Context: an optimization exercise on an open-source flow, tuned for small area, a short achievable clock period and few clock cycles. The choices shown serve that exercise and are no tape-out recipe.
Function was checked by simulation only, so behaviour that the tests miss may differ from the original.
Power and IR drop assume default switching activity.

// zcan_core
module zcan_core (
    input  wire        clk,
    input  wire        rst,         
    input  wire        cmd_valid,
    output wire        cmd_ready,
    input  wire [31:0] cmd_word,
    input  wire [3:0]  rd_idx,
    output reg  [31:0] rd_data,
    output wire        tx_valid,
    output reg  [7:0]  tx_data,
    input  wire        tx_ready
);
export LEC_CHECK = 0
export CAP_MARGIN = 20
export CORE_MARGIN = 2
export CORE_UTILIZATION = 55
export CTS_BUF_LIST = sky130_fd_sc_hd__clkbuf_16
export CTS_CLUSTER_DIAMETER = 70
export CTS_CLUSTER_SIZE = 25
export PLACE_DENSITY = 0.65
export SETUP_SLACK_MARGIN = 4.6
export SLEW_MARGIN = 20
export TNS_END_PERCENT = 30
create_clock -name core_clock -period 10.0 [get_ports {clk}]
run.sh (not shown) runs the stock make flow with config.mk's settings and CLKGATE_MAP_FILE= SYNTH_SCRIPT=/design/flow/synth_recipe.tcl, a recipe that flattens the netlist after the stock synthesis.
Testbench counts at the start, summed over its fixed seeds: cycles 6,305.
==> next run, changes <==
- CORE_UTILIZATION: 55 -> 40
- PLACE_DENSITY: 0.65 -> not set
- TNS_END_PERCENT: 30 -> not set
Cell count goes up by a few percent. Register-to-register slack is better by 0.03 ns. Sequential power stays flat. Sequential cell count stays the same. Setup slack is better by 0.028 ns. Wire length goes down slightly. Sequential share of layout area goes down by 0.22 points. Worst hold slack hardly moves. Clock power goes down by a few percent.


## run A
Another version of the RTL of zcan_core (not shown whole).
clock: 10.0 ns
lec_check: 0
cap_margin: 20
core_margin: 2
core_utilization: 40
cts_buf_list: sky130_fd_sc_hd__clkbuf_16
cts_cluster_diameter: 70
cts_cluster_size: 25
setup_slack_margin: 4.9
slew_margin: 20
Testbench counts of run A, summed over its fixed seeds: cycles 6,192.
## Diff of input files: run B against run A
--- a/flow/config.mk
+++ b/flow/config.mk
@@ -10,5 +10,2 @@
 export CORE_UTILIZATION = 40
-export CTS_BUF_LIST = sky130_fd_sc_hd__clkbuf_16
-export CTS_CLUSTER_DIAMETER = 70
-export CTS_CLUSTER_SIZE = 25
 export SETUP_SLACK_MARGIN = 4.9
[summary]
Compared with run A, run B degrades hold slack.
Run B vs run A on actual slew at the worst max-slew pin: run B is the lower one.
In the metrics for run B and run A, the one carrying the lower minimum clock period is run B.
Delta (run B minus run A): number of DRC violations after detailed-routing iteration 0 -76, clock buffer count in the final layout picked up an extra 23, area of combinational cells with multiple inputs shows no meaningful change, fraction of the cycle the final worst path needs shows no meaningful change, final area now sits higher.


Setup of run a:
zcan_core with an RTL version that a note above also has.
For scale: ~2900 cells after synthesis, about 310 flip-flops, about 82 I/O pins, roughly 22000 sq um of cells after synthesis.
==> flow/config.mk <==
export PLATFORM = sky130hd
export DESIGN_NAME = zcan_core
export DESIGN_NICKNAME = zcan_core
export VERILOG_FILES = /design/flow/design.v
export SDC_FILE = /design/flow/constraint.sdc
export NUM_CORES = 4
export LEC_CHECK = 0
export CAP_MARGIN = 20
export CORE_MARGIN = 2
export CORE_UTILIZATION = 55
export CTS_BUF_LIST = sky130_fd_sc_hd__clkbuf_16
export CTS_CLUSTER_DIAMETER = 80
export CTS_CLUSTER_SIZE = 30
export PLACE_DENSITY = 0.65
export SETUP_SLACK_MARGIN = 4.6
export SLEW_MARGIN = 20
==> flow/constraint.sdc <==
create_clock -name core_clock -period 10.0 [get_ports {clk}]
set_input_delay 2.0000 -clock core_clock [delete_from_list [all_inputs] [get_ports {clk}]]
set_output_delay 2.0000 -clock core_clock [all_outputs]
set_load 0.01 [all_outputs]
Looking at the reports, run a completed the entire flow and the layout it produced met the timing, DRC and antenna checks.
Testbench counts of run a, summed over its fixed seeds: cycles 6,305.
[inputs] run b vs run a
# run a
export LEC_CHECK = 0
export CAP_MARGIN = 20
export CORE_MARGIN = 2
export CORE_UTILIZATION = 55
export CTS_BUF_LIST = sky130_fd_sc_hd__clkbuf_16
export CTS_CLUSTER_DIAMETER = 80
export CTS_CLUSTER_SIZE = 30
export PLACE_DENSITY = 0.65
export SETUP_SLACK_MARGIN = 4.6
export SLEW_MARGIN = 20
create_clock -name core_clock -period 10.0 [get_ports {clk}]
# run b
export LEC_CHECK = 0
export ABC_CLOCK_PERIOD_IN_PS = 5000
export CAP_MARGIN = 20
export CORE_MARGIN = 2
export CORE_UTILIZATION = 40
export SETUP_SLACK_MARGIN = 4.6
export SLEW_MARGIN = 20
create_clock -name core_clock -period 10.0 [get_ports {clk}]
==> summary.txt <==
Final area is lower on run a
Where post-DP HPWL is concerned, run a is better than run b.
Run b completed end to end with timing, DRC and antenna clean.
Looking only at via density per instance, and setting everything else aside, the lower value of run b and run a goes to run b.


== the baseline ==
zcan_core again, from the RTL that the note above started with.
// zcan_core
module zcan_core (
    input  wire        clk,
    input  wire        rst,         
    input  wire        cmd_valid,
    output wire        cmd_ready,
    input  wire [31:0] cmd_word,
    input  wire [3:0]  rd_idx,
    output reg  [31:0] rd_data,
    output wire        tx_valid,
    output reg  [7:0]  tx_data,
    input  wire        tx_ready
);
    localparam [7:0] OP_NOP         = 8'h00,
                     OP_SETLO       = 8'h01,
                     OP_SETHI       = 8'h02,
                     OP_ERR_CLR     = 8'h03,
                     OP_CRC_CFG     = 8'h10,
                     OP_CRC_INIT    = 8'h11,
                     OP_CRC_BYTE    = 8'h12,
                     OP_ENC_LONG    = 8'h20,
                     OP_ENC_CV17    = 8'h21,
                     OP_ENC_CV18    = 8'h22,
                     OP_DEC_LONG    = 8'h23,
                     OP_ENC_CONSIST = 8'h24,
                     OP_ENC_CV19    = 8'h25,
                     OP_ENC_CV20    = 8'h26,
                     OP_DEC_CONSIST = 8'h27,
                     OP_CV_PACK     = 8'h28,
                     OP_CV_UNPACK   = 8'h29,
                     OP_RX_BYTE     = 8'h30,
                     OP_RX_RESET    = 8'h31,
                     OP_TX_SOF      = 8'h38,
                     OP_TX_BYTE     = 8'h39,
                     OP_TX_CRC      = 8'h3A,
                     OP_TX_EOF      = 8'h3B;
    localparam [3:0] C_ILLEGAL_OPC = 4'd1,
                     C_RESERVED_NZ = 4'd2,
                     C_BAD_REG     = 4'd3,
                     C_BAD_IMM     = 4'd4,
                     C_TX_SEQ      = 4'd5;
    localparam       QD = 4;         
    localparam       QW = 2;         
    reg [31:0] opa, opb, crc_poly, crc_seed, crc_mask, crc;
    reg [31:0] res_lo, res_hi;
    reg        st_valid, st_cerr;
    reg [3:0]  st_cause;
    reg        tx_in_frame;
    reg          q_raw  [0:QD-1];
    reg [7:0]    q_data [0:QD-1];
    reg [QW-1:0] q_rd, q_wr;
    reg [QW:0]   q_cnt;
    reg          q_phase;        
    reg          q_f1, q_f2;     
    wire   maybe_tx  = cmd_word[29] & cmd_word[28] & cmd_word[27];
  ...
==> flow/config.mk <==
export PLATFORM = sky130hd
export DESIGN_NAME = zcan_core
export DESIGN_NICKNAME = zcan_core
export VERILOG_FILES = /design/flow/design.v
export SDC_FILE = /design/flow/constraint.sdc
export NUM_CORES = 4
export LEC_CHECK = 0
export CAP_MARGIN = 20
export CORE_MARGIN = 2
export CORE_UTILIZATION = 40
export CTS_BUF_LIST = sky130_fd_sc_hd__clkbuf_16
export CTS_CLUSTER_DIAMETER = 70
export CTS_CLUSTER_SIZE = 25
export SETUP_SLACK_MARGIN = 4.9
export SLEW_MARGIN = 20
==> flow/constraint.sdc <==
create_clock -name core_clock -period 10.0 [get_ports {clk}]
set_input_delay 2.0000 -clock core_clock [delete_from_list [all_inputs] [get_ports {clk}]]
set_output_delay 2.0000 -clock core_clock [all_outputs]
set_load 0.01 [all_outputs]
Testbench counts of the baseline, summed over its fixed seeds: cycles 6,305.
### the baseline -> the candidate
- SETUP_SLACK_MARGIN changed from 4.9 to 4.6
- CORE_UTILIZATION changed from 40 to 55
- PLACE_DENSITY newly set to 0.65
==> summary.txt <==
Summary of the candidate over the baseline: count of plain and timing-repair buffers fell by about 22%; final cell count without fillers fell by about 6.5%; maximum fanout count along the critical path fell by 3.
Compared with the baseline, the candidate is the less power-hungry design.
The candidate against the baseline: depth of the critical timing path with buffers and inverters included picked up an extra 1; worst setup slack picked up an extra 0.011 ns.
The candidate and the baseline ended up with nearly the same worst hold slack after final layout.
Relative to the baseline, the met3 layer wire length in the routed design of the candidate is higher by about 34%.
Part of the power in the clock network across the candidate and the baseline: no real change.
The number of placement rows in the candidate was lower than what the baseline gave.

[port drivers added, routing unchanged]
How much do the figures lean on ideal ports? The routed layouts below were timed once more, with nothing changed but the port constraints.
Step 1 assumes that a clkbuf_16 drives the clock port and a buf_2 every other input.
Step 2 also shifts input and output timing later by t, the mid clock arrival at the registers, as if the neighbouring blocks saw the same clock.
Slacks: ideal / step 1 / step 2; pairs: ideal / step 1.
run | t (ns) | slack for setup (ns) | worst setup path at the end | cell pins on the clock port's net
the first run of note 1 | 0.611 | 4.506 / 4.451 / 4.094 | input to register | 1
the second run of note 1 | 0.609 | 4.534 / 4.449 / 4.159 | input to register | 1
run A of note 2 | 0.641 | 4.513 / 4.429 / 4.361 | input to register | 1
run B of note 2 | 0.641 | 4.521 / 4.427 / 4.334 | input to register | 1
run a of note 3 | 0.603 | 4.532 / 4.478 / 4.120 | input to register | 1
run b of note 3 | 0.610 | 4.602 / 4.519 / 4.117 | input to register | 1
the baseline | 0.625 | 4.559 / 4.511 / 4.398 | input to register | 1
the candidate | 0.619 | 4.570 / 4.536 / 4.133 | input to register | 1
After both steps setup and hold are still met in every run listed. The setup slack of run b of note 3, which loses most, moves by -0.083 ns with the drivers and by -0.485 ns with both steps.
